What follows belongs to an exercise in optimizing a design on an open flow for a short achievable clock period and few clock cycles per item; a production flow would make more cautious choices. Where RTL was checked, it was by simulation tests only, not by an equivalence proof against the original. Function not checked in run 1: the RTL went through the layout flow alone. No run shown here takes its clock network from TritonCTS; it comes from the design's own scripts or RTL. The clock input has no modelled driver; a real chip could not lean on it and would need a root buffer or a full tree. No activity file was given, so power comes from the tool's default toggle rates.

==> design.v <==
module dnp3_tx (
    input  wire        clk,
    input  wire        rst,
    input  wire        cmd_valid,
    output wire        cmd_ready,
    input  wire [7:0]  cmd_plen,    
    input  wire [7:0]  cmd_ctrl,    
    input  wire [15:0] cmd_dst,     
    input  wire [15:0] cmd_src,     
    input  wire        in_valid,
    output wire        in_ready,
    input  wire [31:0] in_data,
    output wire        out_valid,
    input  wire        out_ready,
    output wire [31:0] out_data,
    output wire        out_last,
    output reg         done_valid,
    output reg  [3:0]  done_err,
    output reg  [8:0]  done_len
);
    localparam [3:0] E_OK      = 4'd0,
                     E_LENGTH  = 4'd1,
                     E_RANGE   = 4'd6,
                     E_BADFNC  = 4'd8,
                     E_ADDRESS = 4'd9;
    localparam IFD = 4;               
    localparam IQA = 1;               
    localparam IQD = 1 << IQA;
    localparam PFA = 3;               
    localparam PFD = 1 << PFA;        
    function [15:0] crc_s1;
        input [15:0] x;
        begin
            crc_s1[0] = x[3] ^ x[4] ^ x[5] ^ x[8];
            crc_s1[1] = x[0] ^ x[4] ^ x[5] ^ x[6] ^ x[9];
            crc_s1[2] = x[0] ^ x[1] ^ x[5] ^ x[6] ^ x[7] ^ x[10];
            crc_s1[3] = x[0] ^ x[1] ^ x[2] ^ x[3] ^ x[4] ^ x[5] ^ x[6] ^ x[7] ^ x[11];
            crc_s1[4] = x[0] ^ x[1] ^ x[2] ^ x[6] ^ x[7] ^ x[12];
            crc_s1[5] = x[1] ^ x[2] ^ x[4] ^ x[5] ^ x[7] ^ x[13];
            crc_s1[6] = x[0] ^ x[2] ^ x[4] ^ x[6] ^ x[14];
            crc_s1[7] = x[1] ^ x[3] ^ x[5] ^ x[7] ^ x[15];
            crc_s1[8] = x[2] ^ x[3] ^ x[5] ^ x[6];
            crc_s1[9] = x[0] ^ x[3] ^ x[4] ^ x[6] ^ x[7];
            crc_s1[10] = x[0] ^ x[1] ^ x[3] ^ x[7];
            crc_s1[11] = x[1] ^ x[2] ^ x[3] ^ x[5];
            crc_s1[12] = x[0] ^ x[2] ^ x[3] ^ x[4] ^ x[6];
            crc_s1[13] = x[0] ^ x[1] ^ x[3] ^ x[4] ^ x[5] ^ x[7];
            crc_s1[14] = x[1] ^ x[2] ^ x[3] ^ x[6];
            crc_s1[15] = x[2] ^ x[3] ^ x[4] ^ x[7];
        end
    endfunction
    function [15:0] crc_d1;
        input [7:0] x;
        begin
            crc_d1[0] = x[3] ^ x[4] ^ x[5];
            crc_d1[1] = x[0] ^ x[4] ^ x[5] ^ x[6];
            crc_d1[2] = x[0] ^ x[1] ^ x[5] ^ x[6] ^ x[7];
            crc_d1[3] = x[0] ^ x[1] ^ x[2] ^ x[3] ^ x[4] ^ x[5] ^ x[6] ^ x[7];
            crc_d1[4] = x[0] ^ x[1] ^ x[2] ^ x[6] ^ x[7];
            crc_d1[5] = x[1] ^ x[2] ^ x[4] ^ x[5] ^ x[7];
            crc_d1[6] = x[0] ^ x[2] ^ x[4] ^ x[6];
            crc_d1[7] = x[1] ^ x[3] ^ x[5] ^ x[7];
            crc_d1[8] = x[2] ^ x[3] ^ x[5] ^ x[6];
            crc_d1[9] = x[0] ^ x[3] ^ x[4] ^ x[6] ^ x[7];
            crc_d1[10] = x[0] ^ x[1] ^ x[3] ^ x[7];
            crc_d1[11] = x[1] ^ x[2] ^ x[3] ^ x[5];
            crc_d1[12] = x[0] ^ x[2] ^ x[3] ^ x[4] ^ x[6];
            crc_d1[13] = x[0] ^ x[1] ^ x[3] ^ x[4] ^ x[5] ^ x[7];
            crc_d1[14] = x[1] ^ x[2] ^ x[3] ^ x[6];
            crc_d1[15] = x[2] ^ x[3] ^ x[4] ^ x[7];
        end
    endfunction
    function [15:0] crc_s2;
        input [15:0] x;
        begin
            crc_s2[0] = x[1] ^ x[5] ^ x[6] ^ x[7] ^ x[11] ^ x[12] ^ x[13];
            crc_s2[1] = x[0] ^ x[2] ^ x[6] ^ x[7] ^ x[8] ^ x[12] ^ x[13] ^ x[14];
            crc_s2[2] = x[0] ^ x[1] ^ x[3] ^ x[7] ^ x[8] ^ x[9] ^ x[13] ^ x[14] ^ x[15];
            crc_s2[3] = x[0] ^ x[2] ^ x[4] ^ x[5] ^ x[6] ^ x[7] ^ x[8] ^ x[9] ^ x[10] ^ x[11] ^ x[12] ^ x[13] ^ x[14] ^ x[15];
            crc_s2[4] = x[3] ^ x[8] ^ x[9] ^ x[10] ^ x[14] ^ x[15];
            crc_s2[5] = x[1] ^ x[4] ^ x[5] ^ x[6] ^ x[7] ^ x[9] ^ x[10] ^ x[12] ^ x[13] ^ x[15];
            crc_s2[6] = x[0] ^ x[1] ^ x[2] ^ x[8] ^ x[10] ^ x[12] ^ x[14];
            crc_s2[7] = x[1] ^ x[2] ^ x[3] ^ x[9] ^ x[11] ^ x[13] ^ x[15];
            crc_s2[8] = x[0] ^ x[1] ^ x[2] ^ x[3] ^ x[4] ^ x[5] ^ x[6] ^ x[7] ^ x[10] ^ x[11] ^ x[13] ^ x[14];
            crc_s2[9] = x[0] ^ x[1] ^ x[2] ^ x[3] ^ x[4] ^ x[5] ^ x[6] ^ x[7] ^ x[8] ^ x[11] ^ x[12] ^ x[14] ^ x[15];
            crc_s2[10] = x[2] ^ x[3] ^ x[4] ^ x[8] ^ x[9] ^ x[11] ^ x[15];
            crc_s2[11] = x[0] ^ x[1] ^ x[3] ^ x[4] ^ x[6] ^ x[7] ^ x[9] ^ x[10] ^ x[11] ^ x[13];
            crc_s2[12] = x[1] ^ x[2] ^ x[4] ^ x[5] ^ x[7] ^ x[8] ^ x[10] ^ x[11] ^ x[12] ^ x[14];
            crc_s2[13] = x[0] ^ x[2] ^ x[3] ^ x[5] ^ x[6] ^ x[8] ^ x[9] ^ x[11] ^ x[12] ^ x[13] ^ x[15];
            crc_s2[14] = x[3] ^ x[4] ^ x[5] ^ x[9] ^ x[10] ^ x[11] ^ x[14];
            crc_s2[15] = x[0] ^ x[4] ^ x[5] ^ x[6] ^ x[10] ^ x[11] ^ x[12] ^ x[15];
        end
    endfunction
    function [15:0] crc_d2;
        input [15:0] x;
        begin
            crc_d2[0] = x[1] ^ x[5] ^ x[6] ^ x[7] ^ x[11] ^ x[12] ^ x[13];
            crc_d2[1] = x[0] ^ x[2] ^ x[6] ^ x[7] ^ x[8] ^ x[12] ^ x[13] ^ x[14];
            crc_d2[2] = x[0] ^ x[1] ^ x[3] ^ x[7] ^ x[8] ^ x[9] ^ x[13] ^ x[14] ^ x[15];
            crc_d2[3] = x[0] ^ x[2] ^ x[4] ^ x[5] ^ x[6] ^ x[7] ^ x[8] ^ x[9] ^ x[10] ^ x[11] ^ x[12] ^ x[13] ^ x[14] ^ x[15];
            crc_d2[4] = x[3] ^ x[8] ^ x[9] ^ x[10] ^ x[14] ^ x[15];
            crc_d2[5] = x[1] ^ x[4] ^ x[5] ^ x[6] ^ x[7] ^ x[9] ^ x[10] ^ x[12] ^ x[13] ^ x[15];
            crc_d2[6] = x[0] ^ x[1] ^ x[2] ^ x[8] ^ x[10] ^ x[12] ^ x[14];
            crc_d2[7] = x[1] ^ x[2] ^ x[3] ^ x[9] ^ x[11] ^ x[13] ^ x[15];
            crc_d2[8] = x[0] ^ x[1] ^ x[2] ^ x[3] ^ x[4] ^ x[5] ^ x[6] ^ x[7] ^ x[10] ^ x[11] ^ x[13] ^ x[14];
            crc_d2[9] = x[0] ^ x[1] ^ x[2] ^ x[3] ^ x[4] ^ x[5] ^ x[6] ^ x[7] ^ x[8] ^ x[11] ^ x[12] ^ x[14] ^ x[15];
            crc_d2[10] = x[2] ^ x[3] ^ x[4] ^ x[8] ^ x[9] ^ x[11] ^ x[15];
            crc_d2[11] = x[0] ^ x[1] ^ x[3] ^ x[4] ^ x[6] ^ x[7] ^ x[9] ^ x[10] ^ x[11] ^ x[13];
            crc_d2[12] = x[1] ^ x[2] ^ x[4] ^ x[5] ^ x[7] ^ x[8] ^ x[10] ^ x[11] ^ x[12] ^ x[14];
            crc_d2[13] = x[0] ^ x[2] ^ x[3] ^ x[5] ^ x[6] ^ x[8] ^ x[9] ^ x[11] ^ x[12] ^ x[13] ^ x[15];
            crc_d2[14] = x[3] ^ x[4] ^ x[5] ^ x[9] ^ x[10] ^ x[11] ^ x[14];
            crc_d2[15] = x[0] ^ x[4] ^ x[5] ^ x[6] ^ x[10] ^ x[11] ^ x[12] ^ x[15];
        end
    endfunction
    function [15:0] crc_s3;
        input [15:0] x;
        begin
            crc_s3[0] = x[4] ^ x[5] ^ x[6] ^ x[7] ^ x[9] ^ x[13] ^ x[14] ^ x[15];
            crc_s3[1] = x[5] ^ x[6] ^ x[7] ^ x[8] ^ x[10] ^ x[14] ^ x[15];
            crc_s3[2] = x[6] ^ x[7] ^ x[8] ^ x[9] ^ x[11] ^ x[15];
            crc_s3[3] = x[0] ^ x[4] ^ x[5] ^ x[6] ^ x[8] ^ x[10] ^ x[12] ^ x[13] ^ x[14] ^ x[15];
            crc_s3[4] = x[0] ^ x[1] ^ x[4] ^ x[11];
            crc_s3[5] = x[0] ^ x[1] ^ x[2] ^ x[4] ^ x[6] ^ x[7] ^ x[9] ^ x[12] ^ x[13] ^ x[14] ^ x[15];
            crc_s3[6] = x[1] ^ x[2] ^ x[3] ^ x[4] ^ x[6] ^ x[8] ^ x[9] ^ x[10];
            crc_s3[7] = x[0] ^ x[2] ^ x[3] ^ x[4] ^ x[5] ^ x[7] ^ x[9] ^ x[10] ^ x[11];
            crc_s3[8] = x[0] ^ x[1] ^ x[3] ^ x[7] ^ x[8] ^ x[9] ^ x[10] ^ x[11] ^ x[12] ^ x[13] ^ x[14] ^ x[15];
            crc_s3[9] = x[1] ^ x[2] ^ x[4] ^ x[8] ^ x[9] ^ x[10] ^ x[11] ^ x[12] ^ x[13] ^ x[14] ^ x[15];
            crc_s3[10] = x[2] ^ x[3] ^ x[4] ^ x[6] ^ x[7] ^ x[10] ^ x[11] ^ x[12];
            crc_s3[11] = x[0] ^ x[3] ^ x[6] ^ x[8] ^ x[9] ^ x[11] ^ x[12] ^ x[14] ^ x[15];
            crc_s3[12] = x[0] ^ x[1] ^ x[4] ^ x[7] ^ x[9] ^ x[10] ^ x[12] ^ x[13] ^ x[15];
            crc_s3[13] = x[1] ^ x[2] ^ x[5] ^ x[8] ^ x[10] ^ x[11] ^ x[13] ^ x[14];
            crc_s3[14] = x[2] ^ x[3] ^ x[4] ^ x[5] ^ x[7] ^ x[11] ^ x[12] ^ x[13];
            crc_s3[15] = x[3] ^ x[4] ^ x[5] ^ x[6] ^ x[8] ^ x[12] ^ x[13] ^ x[14];
        end
    endfunction
    function [15:0] crc_d3;
        input [23:0] x;
        begin
            crc_d3[0] = x[4] ^ x[5] ^ x[6] ^ x[7] ^ x[9] ^ x[13] ^ x[14] ^ x[15] ^ x[19] ^ x[20] ^ x[21];
            crc_d3[1] = x[5] ^ x[6] ^ x[7] ^ x[8] ^ x[10] ^ x[14] ^ x[15] ^ x[16] ^ x[20] ^ x[21] ^ x[22];
            crc_d3[2] = x[6] ^ x[7] ^ x[8] ^ x[9] ^ x[11] ^ x[15] ^ x[16] ^ x[17] ^ x[21] ^ x[22] ^ x[23];
            crc_d3[3] = x[0] ^ x[4] ^ x[5] ^ x[6] ^ x[8] ^ x[10] ^ x[12] ^ x[13] ^ x[14] ^ x[15] ^ x[16] ^ x[17] ^ x[18] ^ x[19] ^ x[20] ^ x[21] ^ x[22] ^ x[23];
            crc_d3[4] = x[0] ^ x[1] ^ x[4] ^ x[11] ^ x[16] ^ x[17] ^ x[18] ^ x[22] ^ x[23];
            crc_d3[5] = x[0] ^ x[1] ^ x[2] ^ x[4] ^ x[6] ^ x[7] ^ x[9] ^ x[12] ^ x[13] ^ x[14] ^ x[15] ^ x[17] ^ x[18] ^ x[20] ^ x[21] ^ x[23];
            crc_d3[6] = x[1] ^ x[2] ^ x[3] ^ x[4] ^ x[6] ^ x[8] ^ x[9] ^ x[10] ^ x[16] ^ x[18] ^ x[20] ^ x[22];
            crc_d3[7] = x[0] ^ x[2] ^ x[3] ^ x[4] ^ x[5] ^ x[7] ^ x[9] ^ x[10] ^ x[11] ^ x[17] ^ x[19] ^ x[21] ^ x[23];
            crc_d3[8] = x[0] ^ x[1] ^ x[3] ^ x[7] ^ x[8] ^ x[9] ^ x[10] ^ x[11] ^ x[12] ^ x[13] ^ x[14] ^ x[15] ^ x[18] ^ x[19] ^ x[21] ^ x[22];
            crc_d3[9] = x[1] ^ x[2] ^ x[4] ^ x[8] ^ x[9] ^ x[10] ^ x[11] ^ x[12] ^ x[13] ^ x[14] ^ x[15] ^ x[16] ^ x[19] ^ x[20] ^ x[22] ^ x[23];
            crc_d3[10] = x[2] ^ x[3] ^ x[4] ^ x[6] ^ x[7] ^ x[10] ^ x[11] ^ x[12] ^ x[16] ^ x[17] ^ x[19] ^ x[23];
            crc_d3[11] = x[0] ^ x[3] ^ x[6] ^ x[8] ^ x[9] ^ x[11] ^ x[12] ^ x[14] ^ x[15] ^ x[17] ^ x[18] ^ x[19] ^ x[21];
            crc_d3[12] = x[0] ^ x[1] ^ x[4] ^ x[7] ^ x[9] ^ x[10] ^ x[12] ^ x[13] ^ x[15] ^ x[16] ^ x[18] ^ x[19] ^ x[20] ^ x[22];
            crc_d3[13] = x[1] ^ x[2] ^ x[5] ^ x[8] ^ x[10] ^ x[11] ^ x[13] ^ x[14] ^ x[16] ^ x[17] ^ x[19] ^ x[20] ^ x[21] ^ x[23];
            crc_d3[14] = x[2] ^ x[3] ^ x[4] ^ x[5] ^ x[7] ^ x[11] ^ x[12] ^ x[13] ^ x[17] ^ x[18] ^ x[19] ^ x[22];
            crc_d3[15] = x[3] ^ x[4] ^ x[5] ^ x[6] ^ x[8] ^ x[12] ^ x[13] ^ x[14] ^ x[18] ^ x[19] ^ x[20] ^ x[23];
        end
    endfunction
    function [15:0] crc_s4;
        input [15:0] x;
        begin
            crc_s4[0] = x[1] ^ x[2] ^ x[3] ^ x[4] ^ x[5] ^ x[12] ^ x[13] ^ x[14] ^ x[15];
            crc_s4[1] = x[2] ^ x[3] ^ x[4] ^ x[5] ^ x[6] ^ x[13] ^ x[14] ^ x[15];
            crc_s4[2] = x[3] ^ x[4] ^ x[5] ^ x[6] ^ x[7] ^ x[14] ^ x[15];
            crc_s4[3] = x[0] ^ x[1] ^ x[2] ^ x[3] ^ x[6] ^ x[7] ^ x[8] ^ x[12] ^ x[13] ^ x[14];
            crc_s4[4] = x[5] ^ x[7] ^ x[8] ^ x[9] ^ x[12];
            crc_s4[5] = x[0] ^ x[1] ^ x[2] ^ x[3] ^ x[4] ^ x[5] ^ x[6] ^ x[8] ^ x[9] ^ x[10] ^ x[12] ^ x[14] ^ x[15];
            crc_s4[6] = x[0] ^ x[6] ^ x[7] ^ x[9] ^ x[10] ^ x[11] ^ x[12] ^ x[14];
            crc_s4[7] = x[0] ^ x[1] ^ x[7] ^ x[8] ^ x[10] ^ x[11] ^ x[12] ^ x[13] ^ x[15];
            crc_s4[8] = x[3] ^ x[4] ^ x[5] ^ x[8] ^ x[9] ^ x[11] ^ x[15];
            crc_s4[9] = x[0] ^ x[4] ^ x[5] ^ x[6] ^ x[9] ^ x[10] ^ x[12];
            crc_s4[10] = x[2] ^ x[3] ^ x[4] ^ x[6] ^ x[7] ^ x[10] ^ x[11] ^ x[12] ^ x[14] ^ x[15];
            crc_s4[11] = x[1] ^ x[2] ^ x[7] ^ x[8] ^ x[11] ^ x[14];
            crc_s4[12] = x[2] ^ x[3] ^ x[8] ^ x[9] ^ x[12] ^ x[15];
            crc_s4[13] = x[3] ^ x[4] ^ x[9] ^ x[10] ^ x[13];
            crc_s4[14] = x[0] ^ x[1] ^ x[2] ^ x[3] ^ x[10] ^ x[11] ^ x[12] ^ x[13] ^ x[15];
            crc_s4[15] = x[0] ^ x[1] ^ x[2] ^ x[3] ^ x[4] ^ x[11] ^ x[12] ^ x[13] ^ x[14];
        end
    endfunction
    function [15:0] crc_d4;
        input [31:0] x;
        begin
            crc_d4[0] = x[1] ^ x[2] ^ x[3] ^ x[4] ^ x[5] ^ x[12] ^ x[13] ^ x[14] ^ x[15] ^ x[17] ^ x[21] ^ x[22] ^ x[23] ^ x[27] ^ x[28] ^ x[29];
            crc_d4[1] = x[2] ^ x[3] ^ x[4] ^ x[5] ^ x[6] ^ x[13] ^ x[14] ^ x[15] ^ x[16] ^ x[18] ^ x[22] ^ x[23] ^ x[24] ^ x[28] ^ x[29] ^ x[30];
            crc_d4[2] = x[3] ^ x[4] ^ x[5] ^ x[6] ^ x[7] ^ x[14] ^ x[15] ^ x[16] ^ x[17] ^ x[19] ^ x[23] ^ x[24] ^ x[25] ^ x[29] ^ x[30] ^ x[31];
            crc_d4[3] = x[0] ^ x[1] ^ x[2] ^ x[3] ^ x[6] ^ x[7] ^ x[8] ^ x[12] ^ x[13] ^ x[14] ^ x[16] ^ x[18] ^ x[20] ^ x[21] ^ x[22] ^ x[23] ^ x[24] ^ x[25] ^ x[26] ^ x[27] ^ x[28] ^ x[29] ^ x[30] ^ x[31];
            crc_d4[4] = x[5] ^ x[7] ^ x[8] ^ x[9] ^ x[12] ^ x[19] ^ x[24] ^ x[25] ^ x[26] ^ x[30] ^ x[31];
            crc_d4[5] = x[0] ^ x[1] ^ x[2] ^ x[3] ^ x[4] ^ x[5] ^ x[6] ^ x[8] ^ x[9] ^ x[10] ^ x[12] ^ x[14] ^ x[15] ^ x[17] ^ x[20] ^ x[21] ^ x[22] ^ x[23] ^ x[25] ^ x[26] ^ x[28] ^ x[29] ^ x[31];
            crc_d4[6] = x[0] ^ x[6] ^ x[7] ^ x[9] ^ x[10] ^ x[11] ^ x[12] ^ x[14] ^ x[16] ^ x[17] ^ x[18] ^ x[24] ^ x[26] ^ x[28] ^ x[30];
            crc_d4[7] = x[0] ^ x[1] ^ x[7] ^ x[8] ^ x[10] ^ x[11] ^ x[12] ^ x[13] ^ x[15] ^ x[17] ^ x[18] ^ x[19] ^ x[25] ^ x[27] ^ x[29] ^ x[31];
            crc_d4[8] = x[3] ^ x[4] ^ x[5] ^ x[8] ^ x[9] ^ x[11] ^ x[15] ^ x[16] ^ x[17] ^ x[18] ^ x[19] ^ x[20] ^ x[21] ^ x[22] ^ x[23] ^ x[26] ^ x[27] ^ x[29] ^ x[30];
            crc_d4[9] = x[0] ^ x[4] ^ x[5] ^ x[6] ^ x[9] ^ x[10] ^ x[12] ^ x[16] ^ x[17] ^ x[18] ^ x[19] ^ x[20] ^ x[21] ^ x[22] ^ x[23] ^ x[24] ^ x[27] ^ x[28] ^ x[30] ^ x[31];
            crc_d4[10] = x[2] ^ x[3] ^ x[4] ^ x[6] ^ x[7] ^ x[10] ^ x[11] ^ x[12] ^ x[14] ^ x[15] ^ x[18] ^ x[19] ^ x[20] ^ x[24] ^ x[25] ^ x[27] ^ x[31];
            crc_d4[11] = x[1] ^ x[2] ^ x[7] ^ x[8] ^ x[11] ^ x[14] ^ x[16] ^ x[17] ^ x[19] ^ x[20] ^ x[22] ^ x[23] ^ x[25] ^ x[26] ^ x[27] ^ x[29];
            crc_d4[12] = x[2] ^ x[3] ^ x[8] ^ x[9] ^ x[12] ^ x[15] ^ x[17] ^ x[18] ^ x[20] ^ x[21] ^ x[23] ^ x[24] ^ x[26] ^ x[27] ^ x[28] ^ x[30];
            crc_d4[13] = x[3] ^ x[4] ^ x[9] ^ x[10] ^ x[13] ^ x[16] ^ x[18] ^ x[19] ^ x[21] ^ x[22] ^ x[24] ^ x[25] ^ x[27] ^ x[28] ^ x[29] ^ x[31];
            crc_d4[14] = x[0] ^ x[1] ^ x[2] ^ x[3] ^ x[10] ^ x[11] ^ x[12] ^ x[13] ^ x[15] ^ x[19] ^ x[20] ^ x[21] ^ x[25] ^ x[26] ^ x[27] ^ x[30];
            crc_d4[15] = x[0] ^ x[1] ^ x[2] ^ x[3] ^ x[4] ^ x[11] ^ x[12] ^ x[13] ^ x[14] ^ x[16] ^ x[20] ^ x[21] ^ x[22] ^ x[26] ^ x[27] ^ x[28] ^ x[31];
        end
    endfunction
    function [15:0] crc_ha;
        input [39:0] x;
        begin
            crc_ha[0] = x[3] ^ x[5] ^ x[9] ^ x[10] ^ x[11] ^ x[12] ^ x[13] ^ x[20] ^ x[21] ^ x[22] ^ x[23] ^ x[25] ^ x[29] ^ x[30] ^ x[31] ^ x[35] ^ x[36] ^ x[37] ^ 1'b1;
            crc_ha[1] = x[0] ^ x[4] ^ x[6] ^ x[10] ^ x[11] ^ x[12] ^ x[13] ^ x[14] ^ x[21] ^ x[22] ^ x[23] ^ x[24] ^ x[26] ^ x[30] ^ x[31] ^ x[32] ^ x[36] ^ x[37] ^ x[38];
            crc_ha[2] = x[0] ^ x[1] ^ x[5] ^ x[7] ^ x[11] ^ x[12] ^ x[13] ^ x[14] ^ x[15] ^ x[22] ^ x[23] ^ x[24] ^ x[25] ^ x[27] ^ x[31] ^ x[32] ^ x[33] ^ x[37] ^ x[38] ^ x[39];
            crc_ha[3] = x[1] ^ x[2] ^ x[3] ^ x[5] ^ x[6] ^ x[8] ^ x[9] ^ x[10] ^ x[11] ^ x[14] ^ x[15] ^ x[16] ^ x[20] ^ x[21] ^ x[22] ^ x[24] ^ x[26] ^ x[28] ^ x[29] ^ x[30] ^ x[31] ^ x[32] ^ x[33] ^ x[34] ^ x[35] ^ x[36] ^ x[37] ^ x[38] ^ x[39];
            crc_ha[4] = x[2] ^ x[4] ^ x[5] ^ x[6] ^ x[7] ^ x[13] ^ x[15] ^ x[16] ^ x[17] ^ x[20] ^ x[27] ^ x[32] ^ x[33] ^ x[34] ^ x[38] ^ x[39];
            crc_ha[5] = x[6] ^ x[7] ^ x[8] ^ x[9] ^ x[10] ^ x[11] ^ x[12] ^ x[13] ^ x[14] ^ x[16] ^ x[17] ^ x[18] ^ x[20] ^ x[22] ^ x[23] ^ x[25] ^ x[28] ^ x[29] ^ x[30] ^ x[31] ^ x[33] ^ x[34] ^ x[36] ^ x[37] ^ x[39];
            crc_ha[6] = x[3] ^ x[5] ^ x[7] ^ x[8] ^ x[14] ^ x[15] ^ x[17] ^ x[18] ^ x[19] ^ x[20] ^ x[22] ^ x[24] ^ x[25] ^ x[26] ^ x[32] ^ x[34] ^ x[36] ^ x[38] ^ 1'b1;
            crc_ha[7] = x[4] ^ x[6] ^ x[8] ^ x[9] ^ x[15] ^ x[16] ^ x[18] ^ x[19] ^ x[20] ^ x[21] ^ x[23] ^ x[25] ^ x[26] ^ x[27] ^ x[33] ^ x[35] ^ x[37] ^ x[39] ^ 1'b1;
            crc_ha[8] = x[0] ^ x[3] ^ x[7] ^ x[11] ^ x[12] ^ x[13] ^ x[16] ^ x[17] ^ x[19] ^ x[23] ^ x[24] ^ x[25] ^ x[26] ^ x[27] ^ x[28] ^ x[29] ^ x[30] ^ x[31] ^ x[34] ^ x[35] ^ x[37] ^ x[38];
            crc_ha[9] = x[0] ^ x[1] ^ x[4] ^ x[8] ^ x[12] ^ x[13] ^ x[14] ^ x[17] ^ x[18] ^ x[20] ^ x[24] ^ x[25] ^ x[26] ^ x[27] ^ x[28] ^ x[29] ^ x[30] ^ x[31] ^ x[32] ^ x[35] ^ x[36] ^ x[38] ^ x[39];
            crc_ha[10] = x[1] ^ x[2] ^ x[3] ^ x[10] ^ x[11] ^ x[12] ^ x[14] ^ x[15] ^ x[18] ^ x[19] ^ x[20] ^ x[22] ^ x[23] ^ x[26] ^ x[27] ^ x[28] ^ x[32] ^ x[33] ^ x[35] ^ x[39] ^ 1'b1;
            crc_ha[11] = x[2] ^ x[4] ^ x[5] ^ x[9] ^ x[10] ^ x[15] ^ x[16] ^ x[19] ^ x[22] ^ x[24] ^ x[25] ^ x[27] ^ x[28] ^ x[30] ^ x[31] ^ x[33] ^ x[34] ^ x[35] ^ x[37] ^ 1'b1;
            crc_ha[12] = x[3] ^ x[5] ^ x[6] ^ x[10] ^ x[11] ^ x[16] ^ x[17] ^ x[20] ^ x[23] ^ x[25] ^ x[26] ^ x[28] ^ x[29] ^ x[31] ^ x[32] ^ x[34] ^ x[35] ^ x[36] ^ x[38];
            crc_ha[13] = x[0] ^ x[4] ^ x[6] ^ x[7] ^ x[11] ^ x[12] ^ x[17] ^ x[18] ^ x[21] ^ x[24] ^ x[26] ^ x[27] ^ x[29] ^ x[30] ^ x[32] ^ x[33] ^ x[35] ^ x[36] ^ x[37] ^ x[39] ^ 1'b1;
            crc_ha[14] = x[1] ^ x[3] ^ x[7] ^ x[8] ^ x[9] ^ x[10] ^ x[11] ^ x[18] ^ x[19] ^ x[20] ^ x[21] ^ x[23] ^ x[27] ^ x[28] ^ x[29] ^ x[33] ^ x[34] ^ x[35] ^ x[38] ^ 1'b1;
            crc_ha[15] = x[2] ^ x[4] ^ x[8] ^ x[9] ^ x[10] ^ x[11] ^ x[12] ^ x[19] ^ x[20] ^ x[21] ^ x[22] ^ x[24] ^ x[28] ^ x[29] ^ x[30] ^ x[34] ^ x[35] ^ x[36] ^ x[39];
        end
    endfunction
    function [15:0] crc_hb;
        input [7:0] x;
        begin
            crc_hb[0] = x[0] ^ x[1] ^ x[4] ^ x[6] ^ x[7];
            crc_hb[1] = x[0] ^ x[1] ^ x[2] ^ x[5] ^ x[7];
            crc_hb[2] = x[0] ^ x[1] ^ x[2] ^ x[3] ^ x[6];
            crc_hb[3] = x[2] ^ x[3] ^ x[6];
            crc_hb[4] = x[1] ^ x[3] ^ x[6];
            crc_hb[5] = x[0] ^ x[1] ^ x[2] ^ x[6];
            crc_hb[6] = x[0] ^ x[2] ^ x[3] ^ x[4] ^ x[6];
            crc_hb[7] = x[0] ^ x[1] ^ x[3] ^ x[4] ^ x[5] ^ x[7];
            crc_hb[8] = x[0] ^ x[2] ^ x[5] ^ x[7];
            crc_hb[9] = x[1] ^ x[3] ^ x[6];
            crc_hb[10] = x[0] ^ x[1] ^ x[2] ^ x[6];
            crc_hb[11] = x[2] ^ x[3] ^ x[4] ^ x[6];
            crc_hb[12] = x[0] ^ x[3] ^ x[4] ^ x[5] ^ x[7];
            crc_hb[13] = x[0] ^ x[1] ^ x[4] ^ x[5] ^ x[6];
            crc_hb[14] = x[2] ^ x[4] ^ x[5];
            crc_hb[15] = x[0] ^ x[3] ^ x[5] ^ x[6];
        end
    endfunction
    function [3:0] header_err;
        input [7:0]  c;
        input [15:0] dst;
        input [15:0] src;
        reg          fnc_ok, fcv_req;
        begin
            fnc_ok  = c[6] ? (c[3:0] == 4'd0 || c[3:0] == 4'd1 || c[3:0] == 4'd2 ||
                              c[3:0] == 4'd3 || c[3:0] == 4'd4 || c[3:0] == 4'd9)
                           : (c[3:0] == 4'd0 || c[3:0] == 4'd1 || c[3:0] == 4'd11);
            fcv_req = (c[3:0] == 4'd2) || (c[3:0] == 4'd3);
            if (!fnc_ok)                        header_err = E_BADFNC;
            else if (c[6] && (c[4] != fcv_req)) header_err = E_RANGE;
            else if (!c[6] && c[5])             header_err = E_RANGE;
            else if (src == 16'hFFFF)           header_err = E_ADDRESS;
            else if (dst == src)                header_err = E_ADDRESS;
            else                                header_err = E_OK;
        end
    endfunction
    reg rst_r;
    always @(posedge clk) rst_r <= rst;
    wire rst_any = rst | rst_r;
    reg        cmd_ready_r;
    reg        c1_v;
    reg [7:0]  c1_p, c1_c;
    reg [15:0] c1_d, c1_s;
    assign cmd_ready = cmd_ready_r;
    always @(posedge clk) begin
        c1_v <= !rst && cmd_valid && cmd_ready_r;
        c1_p <= cmd_plen;
        c1_c <= cmd_ctrl;
        c1_d <= cmd_dst;
        c1_s <= cmd_src;
    end
    reg        c2_v;
    reg [7:0]  c2_p, c2_c, c2_len;
    reg [15:0] c2_d, c2_s, c2_ha;
    reg [3:0]  c2_err;
    reg [8:0]  c2_p10;
    reg [5:0]  c2_pb2;
    wire [4:0] c1_pblk = {1'b0, c1_p[7:4]} + {4'd0, (c1_p[3:0] != 4'd0)};
    always @(posedge clk) begin
        c2_v    <= c1_v && !rst_r;
        c2_p    <= c1_p;
        c2_c    <= c1_c;
        c2_d    <= c1_d;
        c2_s    <= c1_s;
        c2_len  <= c1_p + 8'd5;
        c2_p10  <= {1'b0, c1_p} + 9'd10;
        c2_pb2  <= {c1_pblk, 1'b0};
        c2_ha   <= crc_ha({c1_s, c1_d, c1_c});
        c2_err  <= (c1_p > 8'd250) ? E_LENGTH : header_err(c1_c, c1_d, c1_s);
    end
    wire        c2_ok = (c2_err == E_OK);
    wire [6:0]  c2_nb = c2_p[7:2] + {5'd0, (c2_p[1:0] != 2'd0)};
    wire [8:0]  c2_tlen = c2_p10 + {3'd0, c2_pb2};
    wire [15:0] c2_hs = c2_ha ^ crc_hb(c2_len);    
    reg [87:0]  iq_mem [0:IQD-1];
    reg [IQA-1:0] iq_wr, iq_rd;
    reg [IQA:0] iq_cnt;
    reg [IQA:0] iq_free;              
    reg         iq_ne;
    wire        iq_pop;
    always @(posedge clk) begin
        if (c2_v)
            iq_mem[iq_wr] <= {c2_hs, c2_s, c2_d, c2_c, c2_len, (c2_p == 8'd0), c2_nb, c2_ok,
                              c2_err, c2_ok ? c2_tlen : 9'd0, c2_p[1:0]};
    end
    wire [IQA:0] iq_free_n = iq_free - {{IQA{1'b0}}, c1_v} + {{IQA{1'b0}}, iq_pop};
    wire [IQA:0] iq_cnt_n  = iq_cnt + {{IQA{1'b0}}, c2_v} - {{IQA{1'b0}}, iq_pop};
    always @(posedge clk) begin
        if (rst_r) begin
            iq_wr  <= {IQA{1'b0}};
            iq_rd  <= {IQA{1'b0}};
            iq_cnt <= {(IQA+1){1'b0}};
            iq_ne  <= 1'b0;
        end else begin
            if (c2_v) iq_wr <= iq_wr + 1'b1;
            if (iq_pop) iq_rd <= iq_rd + 1'b1;
            iq_cnt <= iq_cnt_n;
            iq_ne  <= (iq_cnt_n != 0);
        end
        if (rst_any) begin
            iq_free     <= IQD;
            cmd_ready_r <= 1'b1;
        end else begin
            iq_free     <= iq_free_n;
            cmd_ready_r <= (iq_free_n > {{IQA{1'b0}}, cmd_ready_r});
        end
    end
    reg        in_ready_r;
    reg        i1_v;
    reg [31:0] i1_d;
    assign in_ready = in_ready_r;
    always @(posedge clk) begin
        i1_v <= !rst && in_valid && in_ready_r;
        i1_d <= in_data;
    end
    reg [31:0] if_mem [0:IFD-1];
    reg [1:0]  if_wr, if_rd;
    reg        if_ne;
    reg [2:0]  if_cnt;
    reg [2:0]  if_free;               
    wire       if_pop;
    wire [2:0] if_cnt_n  = if_cnt + {2'd0, i1_v} - {2'd0, if_pop};
    wire [2:0] if_free_n = if_free - {2'd0, i1_v} + {2'd0, if_pop};
    always @(posedge clk) begin
        if (i1_v) if_mem[if_wr] <= i1_d;
        if (rst_r) begin
            if_wr <= 2'd0; if_rd <= 2'd0; if_cnt <= 3'd0; if_ne <= 1'b0;
        end else begin
            if (i1_v) if_wr <= if_wr + 2'd1;
            if (if_pop) if_rd <= if_rd + 2'd1;
            if_cnt <= if_cnt_n;
            if_ne  <= (if_cnt_n != 3'd0);
        end
        if (rst_any) begin
            if_free    <= IFD;
            in_ready_r <= 1'b1;
        end else begin
            if_free    <= if_free_n;
            in_ready_r <= (if_free_n > {2'd0, in_ready_r});
        end
    end
    wire [87:0] iq_h     = iq_mem[iq_rd];
    wire [15:0] iqh_hs   = iq_h[87:72];
    wire [15:0] iqh_src  = iq_h[71:56];
    wire [15:0] iqh_dst  = iq_h[55:40];
    wire [7:0]  iqh_ctrl = iq_h[39:32];
    wire [7:0]  iqh_len  = iq_h[31:24];
    wire        iqh_zp   = iq_h[23];
    wire [6:0]  iqh_nb   = iq_h[22:16];
    wire        iqh_ok   = iq_h[15];
    wire [3:0]  iqh_err  = iq_h[14:11];
    wire [8:0]  iqh_tlen = iq_h[10:2];
    wire [1:0]  iqh_pm   = iq_h[1:0];
    localparam [1:0] IP_CMD = 2'd0, IP_HDR = 2'd1, IP_PAY = 2'd2;
    reg  [1:0]  ip;
    reg         cur_ok, cur_last;
    reg  [6:0]  cur_rem;
    reg  [3:0]  cur_err;
    reg  [8:0]  cur_tlen;
    reg  [1:0]  cur_pm, cur_bib;
    reg  [PFD-1:0] pf_cred;           
    wire        cred_ok = pf_cred[0];
    wire pf_pop;
    wire go_cmd  = (ip == IP_CMD) && iq_ne && cred_ok;
    wire go_hdr  = (ip == IP_HDR) && cred_ok;
    wire beat    = (ip == IP_PAY) && if_ne && (!cur_ok || cred_ok);
    wire issue   = (go_cmd && iqh_ok) || go_hdr || (beat && cur_ok);
    wire ld_cur  = (go_cmd && !iqh_ok) || go_hdr;
    assign iq_pop = ld_cur;
    assign if_pop = beat;
    wire [31:0] if_h = if_mem[if_rd];
    reg         s2_v, s2_hdr, s2_first, s2_end, s2_last;
    reg  [1:0]  s2_k;                 
    reg  [31:0] s2_d;
    reg  [15:0] s2_hs;
    always @(posedge clk) begin
        s2_hs <= iqh_hs;
        case (ip)
            IP_CMD: begin
                s2_d     <= {iqh_ctrl, iqh_len, 8'h64, 8'h05};
                s2_hdr   <= 1'b1;
                s2_first <= 1'b1;
                s2_end   <= 1'b0;
                s2_last  <= 1'b0;
                s2_k     <= 2'd0;
            end
            IP_HDR: begin
                s2_d     <= {iqh_src, iqh_dst};
                s2_hdr   <= 1'b1;
                s2_first <= 1'b1;
                s2_end   <= 1'b1;
                s2_last  <= iqh_zp;
                s2_k     <= 2'd0;
            end
            default: begin
                s2_d     <= if_h;
                s2_hdr   <= 1'b0;
                s2_first <= (cur_bib == 2'd0);
                s2_end   <= (cur_bib == 2'd3) || cur_last;
                s2_last  <= cur_last;
                s2_k     <= cur_last ? cur_pm : 2'd0;
            end
        endcase
        if (rst_r) begin
            ip      <= IP_CMD;
            s2_v    <= 1'b0;
            pf_cred <= {PFD{1'b1}};
        end else begin
            s2_v    <= issue;
            if (issue && !pf_pop)
                pf_cred <= {1'b0, pf_cred[PFD-1:1]};
            else if (pf_pop && !issue)
                pf_cred <= {pf_cred[PFD-2:0], 1'b1};
            if (go_cmd)
                ip <= iqh_ok ? IP_HDR : ((iqh_nb == 7'd0) ? IP_CMD : IP_PAY);
            else if (go_hdr)
                ip <= iqh_zp ? IP_CMD : IP_PAY;
            else if (beat && cur_last)
                ip <= IP_CMD;
        end
        if (ld_cur) begin
            cur_ok   <= iqh_ok;
            cur_rem  <= iqh_nb;
            cur_last <= (iqh_nb == 7'd1);
            cur_err  <= iqh_err;
            cur_tlen <= iqh_tlen;
            cur_pm   <= iqh_pm;
            cur_bib  <= 2'd0;
        end else if (beat) begin
            cur_rem  <= cur_rem - 7'd1;
            cur_last <= (cur_rem == 7'd2);
            cur_bib  <= cur_bib + 2'd1;
        end
        if (rst_any)
            done_valid <= 1'b0;
        else
            done_valid <= (go_cmd && !iqh_ok && iqh_nb == 7'd0) || (go_hdr && iqh_zp) ||
                          (beat && cur_last);
        done_err <= (ip == IP_PAY) ? cur_err  : iqh_err;
        done_len <= (ip == IP_PAY) ? cur_tlen : iqh_tlen;
    end
    reg         s3_v, s3_first, s3_end, s3_last;
    reg  [1:0]  s3_k;
    reg  [31:0] s3_d;
    reg  [15:0] s3_dx;
    always @(posedge clk) begin
        s3_v     <= s2_v && !rst_r;
        s3_first <= s2_first;
        s3_end   <= s2_end;
        s3_last  <= s2_last;
        s3_k     <= s2_k;
        s3_d     <= s2_d;
        if (s2_hdr)
            s3_dx <= s2_hs;
        else case (s2_k)
            2'd1:    s3_dx <= crc_d1(s2_d[7:0]);
            2'd2:    s3_dx <= crc_d2(s2_d[15:0]);
            2'd3:    s3_dx <= crc_d3(s2_d[23:0]);
            default: s3_dx <= crc_d4(s2_d);
        endcase
    end
    reg  [15:0] acc;
    reg         s4_v, s4_end, s4_last;
    reg  [1:0]  s4_k;
    reg  [31:0] s4_d;
    wire [15:0] acc_in = s3_first ? 16'd0 : acc;
    reg  [15:0] acc_s;
    always @(*) begin
        case (s3_k)
            2'd1:    acc_s = crc_s1(acc_in);
            2'd2:    acc_s = crc_s2(acc_in);
            2'd3:    acc_s = crc_s3(acc_in);
            default: acc_s = crc_s4(acc_in);
        endcase
    end
    always @(posedge clk) begin
        s4_v    <= s3_v && !rst_r;
        s4_end  <= s3_end;
        s4_last <= s3_last;
        s4_k    <= s3_k;
        s4_d    <= s3_d;
        if (s3_v) acc <= acc_s ^ s3_dx;
    end
    wire [15:0] crc_o = ~acc;
    reg  [49:0] chunk;
    always @(*) begin
        if (!s4_end)
            chunk = {1'b0, 1'b0, 16'd0, s4_d};
        else if (!s4_last)
            chunk = {1'b0, 1'b1, crc_o, s4_d};
        else case (s4_k)
            2'd1:    chunk = {1'b1, 1'b0, 24'd0, crc_o, s4_d[7:0]};
            2'd2:    chunk = {1'b1, 1'b0, 16'd0, crc_o, s4_d[15:0]};
            2'd3:    chunk = {1'b1, 1'b1, 8'd0,  crc_o, s4_d[23:0]};
            default: chunk = {1'b1, 1'b1,        crc_o, s4_d};
        endcase
    end
    reg         s5_v;
    reg  [49:0] s5_c;
    always @(posedge clk) begin
        s5_v <= s4_v && !rst_r;
        s5_c <= chunk;
    end
    reg  [49:0]  pf_mem [0:PFD-1];
    reg  [PFD-1:0] pf_wr, pf_rd1;     
    reg  [PFD-1:0] pf_cnt;            
    wire         pf_hv = pf_cnt[0];                  
    wire         pf_c0 = !pf_cnt[0];                 
    wire         pf_c1 = pf_cnt[0] && !pf_cnt[1];    
    reg  [49:0]  pf_h;
    wire         pf_push = s5_v;
    reg  [49:0]  pf_nx;
    integer      j;
    always @(*) begin
        pf_nx = 50'd0;
        for (j = 0; j < PFD; j = j + 1)
            pf_nx = pf_nx | (pf_rd1[j] ? pf_mem[j] : 50'd0);
    end
    always @(posedge clk) begin
        for (j = 0; j < PFD; j = j + 1)
            if (pf_push && pf_wr[j]) pf_mem[j] <= s5_c;
        if (pf_push && (pf_pop ? pf_c1 : pf_c0))
            pf_h <= s5_c;
        else if (pf_pop)
            pf_h <= pf_nx;
        if (rst_r) begin
            pf_wr  <= {{(PFD-1){1'b0}}, 1'b1};
            pf_rd1 <= {{(PFD-2){1'b0}}, 2'b10};
            pf_cnt <= {PFD{1'b0}};
        end else begin
            if (pf_push) pf_wr  <= {pf_wr[PFD-2:0], pf_wr[PFD-1]};
            if (pf_pop)  pf_rd1 <= {pf_rd1[PFD-2:0], pf_rd1[PFD-1]};
            if (pf_push && !pf_pop)
                pf_cnt <= {pf_cnt[PFD-2:0], 1'b1};
            else if (pf_pop && !pf_push)
                pf_cnt <= {1'b0, pf_cnt[PFD-1:1]};
        end
    end
    reg         pc2, pc4;   
    reg         pl;         
    reg  [31:0] pend;
    reg         up_rdy;     
    wire        take    = up_rdy && !pc4 && pf_hv;
    wire        emit    = (up_rdy && pc4) || take;
    wire        ck_last = pf_h[49];
    wire        ck_wide = pf_h[48];
    assign pf_pop = take;
    wire [31:0] e_d = pc4 ? pend : (pc2 ? {pf_h[15:0], pend[15:0]} : pf_h[31:0]);
    wire        e_l = pc4 ? pl : (ck_last && !pc2 && !ck_wide);
    always @(posedge clk) begin
        if (take)
            pend <= pc2 ? pf_h[47:16] : {16'd0, pf_h[47:32]};
        if (rst_r) begin
            pc2 <= 1'b0;
            pc4 <= 1'b0;
            pl  <= 1'b0;
        end else if (up_rdy && pc4) begin
            pc4 <= 1'b0;
        end else if (take) begin
            if (ck_last) begin
                pc2 <= 1'b0;
                pc4 <= pc2 || ck_wide;
                pl  <= 1'b1;
            end else begin
                pc2 <= pc2 ^ ck_wide;
                pc4 <= pc2 & ck_wide;
                pl  <= 1'b0;
            end
        end
    end
    reg         o_v, k_v;
    reg  [32:0] o_q, o_hd, k_q;
    assign out_valid = o_v;
    assign out_data  = o_q[31:0];
    assign out_last  = o_q[32];
    wire        o_free = !o_v || out_ready;
    wire [32:0] o_new  = k_v ? k_q : {e_l, e_d};
    always @(posedge clk) begin
        if (o_free)
            o_hd <= o_new;
        if (rst_any)
            o_q <= 33'd0;
        else
            o_q <= o_free ? o_new : o_hd;
        if (!k_v)
            k_q <= {e_l, e_d};
        if (rst_any) begin
            o_v    <= 1'b0;
            k_v    <= 1'b0;
            up_rdy <= 1'b0;
        end else begin
            o_v    <= !o_free || k_v || emit;
            k_v    <= !o_free && (k_v || emit);
            up_rdy <= !(!o_free && (k_v || emit));
        end
    end
endmodule
==> flow/run.sh <==
#!/bin/bash
# The standard layout (standard.sh), with three changes to how it is made:
#  - the setup repair aims further below the clock period (SETUP_SLACK_MARGIN),
#  - the ports are buffered with buf_4 cells,
#  - the clock tree is built by flow/mcts.tcl (a balanced two-level tree of
#    clkbuf_16 cells: four root buffers on the clock port, each driving the
#    leaf buffers of its part of the die) in place of TritonCTS; it also
#    places each flip-flop that drives an output port next to its port buffer.
# The whole ORFS output goes to standard.log in this folder.
set -e
here=$(pwd)
export SETUP_SLACK_MARGIN=6
export BUFFER_PORTS_ARGS="-buffer_cell sky130_fd_sc_hd__buf_4"
export PRE_CTS_TCL=$here/flow/mcts.tcl
export MCTS_LEAF=24
export MCTS_ROOTS=4
bash standard.sh > standard.log 2>&1
==> flow/mcts.tcl <==
set mcts_leaf  [expr {[info exists ::env(MCTS_LEAF)] ? $::env(MCTS_LEAF) : 24}]
set mcts_roots [expr {[info exists ::env(MCTS_ROOTS)] ? $::env(MCTS_ROOTS) : 4}]
set mcts_db    [ord::get_db]
set mcts_block [ord::get_db_block]
set mcts_clk   [$mcts_block findNet clk]
set mcts_buf   [$mcts_db findMaster sky130_fd_sc_hd__clkbuf_16]

proc mcts_center {inst} {
  set bb [$inst getBBox]
  return [list [expr {([$bb xMin] + [$bb xMax]) / 2}] [expr {([$bb yMin] + [$bb yMax]) / 2}]]
}

# split a list of {x y item} into k groups of near-equal size, compact:
# columns by x, then runs by y inside each column
proc mcts_split {items k} {
  set n [llength $items]
  if {$k <= 1} { return [list $items] }
  set cols [expr {max(1, int(round(sqrt($k))))}]
  set byx [lsort -integer -index 0 $items]
  set groups {}
  set pos 0
  set kleft $k
  set nleft $n
  for {set c 0} {$c < $cols} {incr c} {
    set kc [expr {$kleft / ($cols - $c)}]
    set nc [expr {int(round(double($nleft) * $kc / $kleft))}]
    set col [lsort -integer -index 1 [lrange $byx $pos [expr {$pos + $nc - 1}]]]
    set p 0
    for {set g 0} {$g < $kc} {incr g} {
      set ng [expr {int(round(double($nc - $p) / ($kc - $g)))}]
      lappend groups [lrange $col $p [expr {$p + $ng - 1}]]
      incr p $ng
    }
    incr pos $nc
    incr kleft -$kc
    incr nleft -$nc
  }
  return $groups
}

proc mcts_centroid {items} {
  set sx 0; set sy 0
  foreach it $items { incr sx [lindex $it 0]; incr sy [lindex $it 1] }
  set n [llength $items]
  return [list [expr {$sx / $n}] [expr {$sy / $n}]]
}

# Place each flip-flop that drives an output port's buffer next to that
# buffer, so its output wire is short; detailed placement legalizes them.
set mcts_moved 0
if {![info exists ::env(MCTS_MOVE_OUT)] || $::env(MCTS_MOVE_OUT)} {
  foreach bt [$mcts_block getBTerms] {
    if {[$bt getIoType] != "OUTPUT"} { continue }
    set net [$bt getNet]
    if {$net == "NULL" || $net == ""} { continue }
    set drv ""
    foreach it [$net getITerms] { if {[$it isOutputSignal]} { set drv $it } }
    if {$drv == ""} { continue }
    set buf [$drv getInst]
    set ff ""
    foreach it [$buf getITerms] {
      if {[$it isInputSignal]} {
        set n2 [$it getNet]
        if {$n2 == "NULL" || $n2 == ""} { continue }
        foreach it2 [$n2 getITerms] { if {[$it2 isOutputSignal]} { set ff [$it2 getInst] } }
      }
    }
    if {$ff == ""} { continue }
    if {![string match "*__*df*" [[$ff getMaster] getName]]} { continue }
    set loc [$buf getLocation]
    $ff setLocation [lindex $loc 0] [lindex $loc 1]
    incr mcts_moved
  }
}
puts "mcts: moved $mcts_moved output flip-flops next to their port buffers"

set mcts_sinks {}
foreach it [$mcts_clk getITerms] {
  lappend mcts_sinks [concat [mcts_center [$it getInst]] [list $it]]
}
set mcts_n [llength $mcts_sinks]
set mcts_k [expr {int(ceil(double($mcts_n) / $mcts_leaf))}]
puts "mcts: $mcts_n sinks, $mcts_k leaf buffers, $mcts_roots root buffers"

set mcts_leaves {}
set li 0
foreach grp [mcts_split $mcts_sinks $mcts_k] {
  set c [mcts_centroid $grp]
  set inst [odb::dbInst_create $mcts_block $mcts_buf "mcts_leaf_$li"]
  set w [[$inst getMaster] getWidth]
  $inst setLocation [expr {[lindex $c 0] - $w / 2}] [lindex $c 1]
  $inst setPlacementStatus PLACED
  set net [odb::dbNet_create $mcts_block "mcts_l$li"]
  $net setSigType CLOCK
  [$inst findITerm X] connect $net
  foreach s $grp {
    set it [lindex $s 2]
    $it disconnect
    $it connect $net
  }
  lappend mcts_leaves [list [lindex $c 0] [lindex $c 1] $inst]
  incr li
}

set ri 0
foreach grp [mcts_split $mcts_leaves $mcts_roots] {
  set c [mcts_centroid $grp]
  set inst [odb::dbInst_create $mcts_block $mcts_buf "mcts_root_$ri"]
  set w [[$inst getMaster] getWidth]
  $inst setLocation [expr {[lindex $c 0] - $w / 2}] [lindex $c 1]
  $inst setPlacementStatus PLACED
  set net [odb::dbNet_create $mcts_block "mcts_r$ri"]
  $net setSigType CLOCK
  [$inst findITerm X] connect $net
  [$inst findITerm A] connect $mcts_clk
  foreach l $grp {
    [[lindex $l 2] findITerm A] connect $net
  }
  incr ri
}
$mcts_clk setSigType CLOCK

# the tree is built: the flow's call to TritonCTS does nothing else
rename clock_tree_synthesis mcts_unused_cts
proc clock_tree_synthesis {args} {
  puts "mcts: clock tree built by hand; TritonCTS skipped"
  set_propagated_clock [all_clocks]
}
==> standard.sh <==
#!/bin/bash
# synth_recipe.tcl (not shown) runs the flow's synth.tcl, then flattens the netlist and writes it again
# the make line also repeats each setting of config.mk as NAME=value (left out here)
make -C /OpenROAD-flow-scripts/flow DESIGN_CONFIG=/design/flow/config.mk WORK_HOME=/design/flow/orfs CLKGATE_MAP_FILE= SYNTH_SCRIPT=/design/flow/synth_recipe.tcl "${@:-finish}"
==> config.mk <==
export PLATFORM = sky130hd
export DESIGN_NAME = dnp3_tx
export DESIGN_NICKNAME = dnp3_tx
export VERILOG_FILES = /design/flow/design.v
export SDC_FILE = /design/flow/constraint.sdc
export NUM_CORES = 4
export LEC_CHECK = 0
export ABC_CLOCK_PERIOD_IN_PS = 2500
export CAP_MARGIN = 20
export CORE_MARGIN = 2
export CORE_UTILIZATION = 55
export PLACE_DENSITY = 0.65
export SLEW_MARGIN = 20
==> constraint.sdc <==
create_clock -name core_clock -period 8.0 [get_ports {clk}]
set_input_delay 1.6000 -clock core_clock [delete_from_list [all_inputs] [get_ports {clk}]]
set_output_delay 1.6000 -clock core_clock [all_outputs]
set_load 0.01 [all_outputs]
==> summary.txt, run 1 <==
initial antenna violation count 2; cts-stage hold buffer count 0; Worst path top cell family by delay XOR/XNOR gates; Syn Area/Cell 14.64 µm²; max_cap viols 0; post-synthesis adder-cell area fraction 1.138%; Yosys top cell area share 46.06%; crit path cell chain buf_12 -> xnor2_4 -> xnor2_4 -> xnor3_1 -> o21ai_1 -> mux2_2 -> a21oi_1 -> xnor2_1; Nets 4112; Final TNS setup 0 ns; fraction of layout instances using a drive strength above 1 28.68%; max_slew headroom 37.50%; antenna-violating nets left 0; PwrDens 331.5 nW/µm²; drc violations 0; Critical Path RT 8.25 ns; ys async rst share 0%; crit path kind reg -> reg; Detailed Place HPWL roughly 83 mm; WP buf/inv 1; Post-Layout Cell Count approximately 5300; FF+latch count, synth 1369; first-pass GRT wire length 200.4 mm; simple-gate portion of the synthesized area 4.260%; status finished clean; mux cell area share after synthesis 6.340%; Most Frequent Cell on Critical Path xnor2_4; Post-Syn Nets 3796; Final Hold Vio Count 0; top cells by area, synth edfxtp_1 (46%), dfxtp_1 (20%), xnor2_1 (8.5%), mux4_2 (2.6%), xor2_1 (2.5%); Synth Area in Compound Gates 6.634%; largest family of logic cells by synthesized area XOR/XNOR gates; post-layout instance area ~64000 µm²; vias 30750; FF/Latch Area 35870 µm²; Vias/cell 5.852; leading area contributor after synthesis edfxtp_1; Synth Instances 3664; Die W 316.3 µm; register area share after synthesis 66.43%; max-slew violation count 0; CTS clk-pin slew, worst paths approximately 0.11 ns; mapped cell area 53660 µm²; worst-margin pin slew 0.9375 ns; final setup fails 0; Worst Path Max Fanout 4; number of synthesized flops with an enable pin 823; Critical Path Source Type flip-flop; Pre-antenna DRT Iters 5; DR WL/cell ~27 µm; largest net degree at the start of global routing 68; multi-input logic area 19900 µm²; Area Growth Syn to Fin 18.70%; hold crit path type reg -> reg; DR iter-0 viols 2901; GRT Util Overall 26.79%; Routed WL 141.0 mm; Fill cells 6789; arrival time at the worst endpoint 2.78 ns; die area 100100 µm²; placed cell area 56730 µm²; Post-Synth XOR/XNOR Area between 10% and 20%; Warnings, synthesis 2; RD Place Congestion 0.9654; Clock Latency Late Sink roughly 0.5 ns; f_max roughly 400 MHz; peak supply drop around 0.27 mV; final clock skew 0.04225 ns; number of global-route vias before repair between 30000 and 40000; core area 96710 µm²; # port buffers 134; starting density of the core 55.48%; Leak Pwr 22.68 nW; min cycle time layout roughly 2.5 ns; io pins approximately 140; placed cell count 4898; RSZ-0062 raised after global routing true; Distinct cells, synth 67; slowest CP cell edfxtp_1; GRT Residual Overflow 0; row cnt 114; Synth Flop Type edfxtp_1; Tcrit/Tclk final 31.67%; Worst setup EP type flip-flop; Die Y 316.3 µm; CP max stage delay 0.52 ns
-- worst reg2reg max path, delay by kind of cell (launching register included) --
family                 cells  cell delay (ns)
XOR/XNOR                   4             0.88
AO/OA/AOI/OAI              2             0.35
buffers and inverters      1             0.18
multiplexers               1             0.36
flip-flops                 1             0.52
-- worst paths after layout --
kind / slack, ns / cells past startpoint / startpoint / endpoint
setup / recovery: 5.47 / 8 / acc[6] / acc[5]
hold / removal: 0.32 / 0 / s3_d[21] / s4_d[21]
setup reg to reg: 5.47 / 8 / acc[6] / acc[5]
hold reg to reg: 0.32 / 0 / s3_d[21] / s4_d[21]
-- placed cells by master, fill, tap and decap left out, drive strengths merged, types with 10 or more instances in the layout --
master and n:
a21oi 74, a221oi 100, a22o 108, a31oi 54, and2 76, buf 443
clkbuf 66, dfxtp 546, edfxtp 823, ha 44, inv 45, mux2 105
mux2i 80, mux4 63, nand2 186, nand2b 17, nand3 13, nor2 164
nor2b 15, nor3 12, o21a 10, o21ai 91, o22ai 18, xnor2 533
xnor3 29, xor2 159
-- cells by family (layout without fill, tap and decap cells) --
family,count (synthesis),count (layout)
flops,1369,1369
mux,248,248
simple gates,506,523
buf+inv,265,562
fa+ha+maj,47,47
compound gates,502,502
other cells,0,1
xor+xnor,727,727
-- where the power goes --
part           leakage [nW]  switching, mW  internal [mW]
combinational          9.86           4.01           4.65
sequential             12.1          0.737           8.35
clock                 0.764           1.98           1.38
-- registers in the layout, summed over array words and instances, names as in the netlist, 9 cells and up, named ones only --
name and count:
acc 16, c1_d 16, c1_s 16, c2_d 16
c2_ha 16, c2_p10 9, c2_s 16, cur_tlen 9
done_len 9, i1_d 32, if_mem 128, iq_mem 174
k_q 33, o_hd 33, o_q 33, pend 32
pf_h 50, pf_mem 400, s2_d 32, s2_hs 16
s3_d 32, s3_dx 16, s4_d 32, s5_c 50
-- layer usage --
layer	up-vias	track usage, %	wire length [µm]	part of all wire (%)
met1	15660	35.99	56970	40
li1	13750	-	-	-
met4	6	7.011	5046	3.6
met5	-	0	38	0.027
met3	238	2.211	8099	5.7
met2	1100	47.22	70800	50
-- Yosys cell counts (all sizes together), types with 3 or more instances --
cell,instances
xnor3,29
buf,61
nor3,12
xor3,6
nor3b,4
and3,6
a22o,108
fa,3
clkbuf,154
o211ai,8
nor4,7
ha,44
and2,68
a211oi,6
a21oi,74
a221oi,100
clkinv,5
xnor2,533
or2,7
mux2,105
o22ai,18
nand2b,14
nor2,163
mux4,63
o32ai,3
o21ai,91
nor2b,14
nand2,182
nand3,13
edfxtp,823
nand4,6
xor2,159
a21o,5
a31oi,54
dfxtp,546
o221ai,9
mux2i,80
o21a,10
or3,4
inv,45
-- cell type report --
cell class              count  share of cell area (%)
diodes                      1                0.003929
plain buffers              62                   2.436
inverters                  50                  0.3831
multi-input cells        2047                   31.24
flip-flops and latches   1369                   56.33
well taps                1276                   2.507
repair buffers            449                   7.092
repair inverters            1                 0.01375
-- per-stage QoR --
stage	setup WS, ns	utilization [%]	hold WS [ns]	power (mW)
global placement	4.904	58.66	0.3107	15.86
floorplan	5.419	-	0.3096	14.29
finish	5.467	65.86	0.3222	21.11
detailed placement	4.901	58.66	0.3121	15.89
CTS	5.463	64.43	0.3249	20.48
global route	5.410	65.86	0.3308	21.94
-- what timing repair did --
item,4_1_cts,5_1_grt
pin swaps,118,112
gates resized for setup,466,140
endpoints found under the setup margin,530,775
gates cloned,13,13
buffers inserted,208,60
==> run 2: changes to the inputs <==
--- a/design.v
+++ b/design.v
@@ -26,7 +26,7 @@
     localparam IFD = 4;               
     localparam IQA = 1;               
     localparam IQD = 1 << IQA;
-    localparam PFA = 3;               
+    localparam PFA = 4;               
     localparam PFD = 1 << PFA;        
     function [15:0] crc_s1;
         input [15:0] x;
==> run 2 against run 1 <==
  * Combinational power rose by 3.7%
  * Global-route usage increased by 1.3 points
  * Power up 20%
  * Clock skew rose by 0.00073 ns
  * Critical path type is now reg -> out
==> summary.txt, run 2 <==
status finished clean; Warnings, synthesis 2 (unchanged); Synth top cells by count edfxtp_1 (1223), dfxtp_1 (578), xnor2_1 (522), a22oi_1 (265), nand2_1 (213); Post-Layout Cell Count 6534 (+24%); Post-Syn Nets 4667 (+23%); GRT Residual Overflow 0 (unchanged); Worst setup EP type primary output; CP max stage delay 0.36 ns (-0.16 ns); most frequent cells in the layout edfxtp_1 (1223), dfxtp_1 (451), xnor2_1 (393), buf_4 (339), a22oi_1 (264); Die W 357.8 µm (+13%); n_diodes 0 (-1); final setup fails 0 (unchanged); initial antenna violation count 8 (+6); Pre-antenna DRT Iters 5 (unchanged); Detailed Place HPWL 104.2 mm (+25%); crit path kind reg -> out; Clock Latency Late Sink 0.57 ns (+0.07 ns); max_cap viols 0 (unchanged); Worst path top cell family by delay flip-flops; peak supply drop 0.3616 mV (+32%); Final TNS setup 0 ns (unchanged); Vias/cell 6.030 (+3.0%); number of global-route vias before repair 38340 (+24%); Die Y 357.8 µm (+13%); CTS clk-pin slew, worst paths 0.10 ns (about the same); commonest non-fill, non-tap cell in the layout edfxtp_1; placed cell count 6093 (+24%); worst-margin pin slew 1.076 ns (+0.1384 ns); Regs by FF count pf_mem (800), iq_mem (174), if_mem (128); register area share after synthesis 70.14% (+3.7 points); Worst Path Max Fanout 2 (-2); first-pass GRT wire length 263.5 mm (+31%); core area 124000 µm² (+28%); # port buffers 134 (unchanged); Final Hold Vio Count 0 (unchanged); Critical Path Source Type flip-flop; mapped cell area 68860 µm² (+28%); ys async rst share 0% (unchanged); Yosys top cell area share 53.33% (+7.3 points); multi-input logic area 22370 µm² (+12%); WP buf/inv 1 (unchanged); Area Growth Syn to Fin 17.42%; Fin Hold WS 0.3247 ns (+0.002528 ns); leading area contributor after synthesis edfxtp_1; Largest register FFs 800 (+100%); slowest CP cell dfxtp_2; Nets 5031 (+22%); Synth Instances 4535 (+24%); DR iter-0 viols 4736 (+63%); Routed WL 187.1 mm (+33%); Top reg by flops pf_mem; Tcrit/Tclk final 32.43% (+0.76 points); arrival time at the worst endpoint 0.99 ns (-1.79 ns); Distinct cells, synth 67 (unchanged); Leak Pwr 27.83 nW (+23%); f_max 385.5 MHz (-2.3%); final clock skew 0.04297 ns (+0.0007268 ns); top cells by area, synth edfxtp_1 (53%), dfxtp_1 (17%), xnor2_1 (6.6%), a22oi_1 (2.9%), xor2_1 (2.0%); count leader, synth edfxtp_1; max-slew violation count 0 (unchanged); min cycle time layout 2.594 ns (+0.06074 ns); Critical Path RT 6.40 ns (-1.85 ns); crit path cell chain buf_6; vias 39400 (+28%); largest net degree at the start of global routing 92 (+35%); hold crit path type reg -> reg; Synth Flop Type edfxtp_1; FF/Latch Area 48580 µm² (+35%); Fill cells 8615 (+27%); total power 25.24 mW (+20%); row cnt 129 (+13%); drc violations 0 (unchanged); antenna-violating nets left 0 (unchanged); Syn Area/Cell 15.18 µm² (+3.7%); end-of-flow core utilization 65.23% (-0.63 points); GRT Util Overall 28.14% (+1.3 points); max_slew headroom 28.18% (-9.3 points); io pins 135 (unchanged); die area 128000 µm² (+28%); DR WL/cell 28.64 µm (+6.8%); PwrDens 312.2 nW/µm² (-5.8%); RD Place Congestion 0.9403 (-2.6%); reg2reg setup slack 5.47 ns (about the same); RSZ-0062 raised after global routing true; number of synthesized flops with an enable pin 1223 (+49%); fraction of layout instances using a drive strength above 1 26.34% (-2.3 points); FF+latch count, synth 1801 (+32%); starting density of the core 55.55% (+0.067 points)
==> run 2: cell count changes in the layout (fill, tap and decap cells not counted), moves of 25 or more <==
cell / previous run / this run
edfxtp_1: 823 / 1223
a22oi_1: 2 / 264
nand4_1: 6 / 85
buf_4: 284 / 339
a31oi_1: 46 / 4
o22a_1: 0 / 42
a22o_1: 108 / 72
a221oi_1: 100 / 68
nand2_1: 174 / 205
and2_4: 51 / 23
nand3_1: 9 / 37
a21oi_1: 63 / 89
xnor2_1: 419 / 393
and2_1: 25 / 50
==> run 2: power breakdown <==
group          total [mW]  switching [mW]  internal [mW]
sequential           11.9           0.881           11.0
clock                4.39            2.62           1.76
combinational        8.98            4.31           4.67
==> run 2: area by class of cell <==
cell class	count	area share, %
repair buffers	539	6.902
flip-flops and latches	1801	60.08
inverters	64	0.3435
well taps	1637	2.533
multi-input cells	2413	27.67
plain buffers	80	2.476
==> run 2: timing repair <==
item | CTS | global route
gates cloned | 20 | 5
setup endpoints to repair | 1092 | 439
setup buffers | 225 | 111
hold buffers | 0 | 0
endpoints found under the hold margin | 0 | 0
pin swaps | 113 | 135
gates resized for setup | 500 | 219
==> run 2: kinds of logic (layout without fill, tap and decap cells) <==
group | count (synthesis) | after routing | share of synthesized area [%]
compound gates | 730 | 730 | 7.628
xor+xnor | 718 | 718 | 9.874
fa+ha+maj | 47 | 47 | 0.8867
buf+inv | 336 | 683 | 1.922
flops | 1801 | 1801 | 70.14
mux | 264 | 264 | 5.097
simple gates | 639 | 654 | 4.455
==> run 2: path summary, 6_finish.rpt <==
kind,from,endpoint,cells past startpoint
worst max-delay path,done_err[2],done_err[1],1
worst min-delay path,s3_d[23],s4_d[23],0
worst max register to register,acc[6],acc[13],10
worst min register to register,s3_d[23],s4_d[23],0
==> run 2: stage by stage <==
step / area, µm² / worst slack [ns]
6_report: 80860 / 5.406
5_1_grt: 80860 / 5.356
4_1_cts: 78670 / 5.372
3_5_place_dp: 72230 / 4.953
3_3_place_gp: 72230 / 4.977
2_1_floorplan: 70130 / 5.418
==> run 2: routing by layer <==
layer	GRT usage (%)	share of wire (%)	vias up
met5	0	0.055	-
met4	10.05	4.5	16
met3	3.048	7.4	329
met2	47.39	49	1677
met1	38.21	39	19990
li1	-	-	17390
Testbench counts of run 2, summed over its fixed seeds: cycles 12,123, frames 320.

[re-timing with driven ports]
No port has a modelled driver above. Below, the same layouts with a new extraction and two added sets of constraints. Step 1 (the two cells are an assumption about what drives the block):
set clk [get_ports {clk}]
set_driving_cell -lib_cell sky130_fd_sc_hd__clkbuf_16 $clk
set_driving_cell -lib_cell sky130_fd_sc_hd__buf_2 [delete_from_list [all_inputs] $clk]
Step 2 moves the port delays by t, midway between the first and last clock arrival at a register: inputs arrive t later, outputs are due t later. That takes back most of the time a late clock gives input paths. a / b / c = ideal ports / drivers / drivers and shift; a / b = the first two.
| run | t (ns) | setup slack, ns | hold WS [ns] | worst register clock-pin slew, ns |
|---|---|---|---|---|
| run 1 | 0.628 | 5.467 / 5.329 / 5.227 | 0.322 / 0.322 / 0.322 | 0.12 / 0.12 |
| run 2 | 0.713 | 5.406 / 5.242 / 5.401 | 0.325 / 0.325 / 0.325 | 0.11 / 0.11 |
After both steps setup and hold are still met in every run listed. For run 1, which loses most, drivers alone change the setup slack by -0.138 ns; drivers and shift together by -0.240 ns.
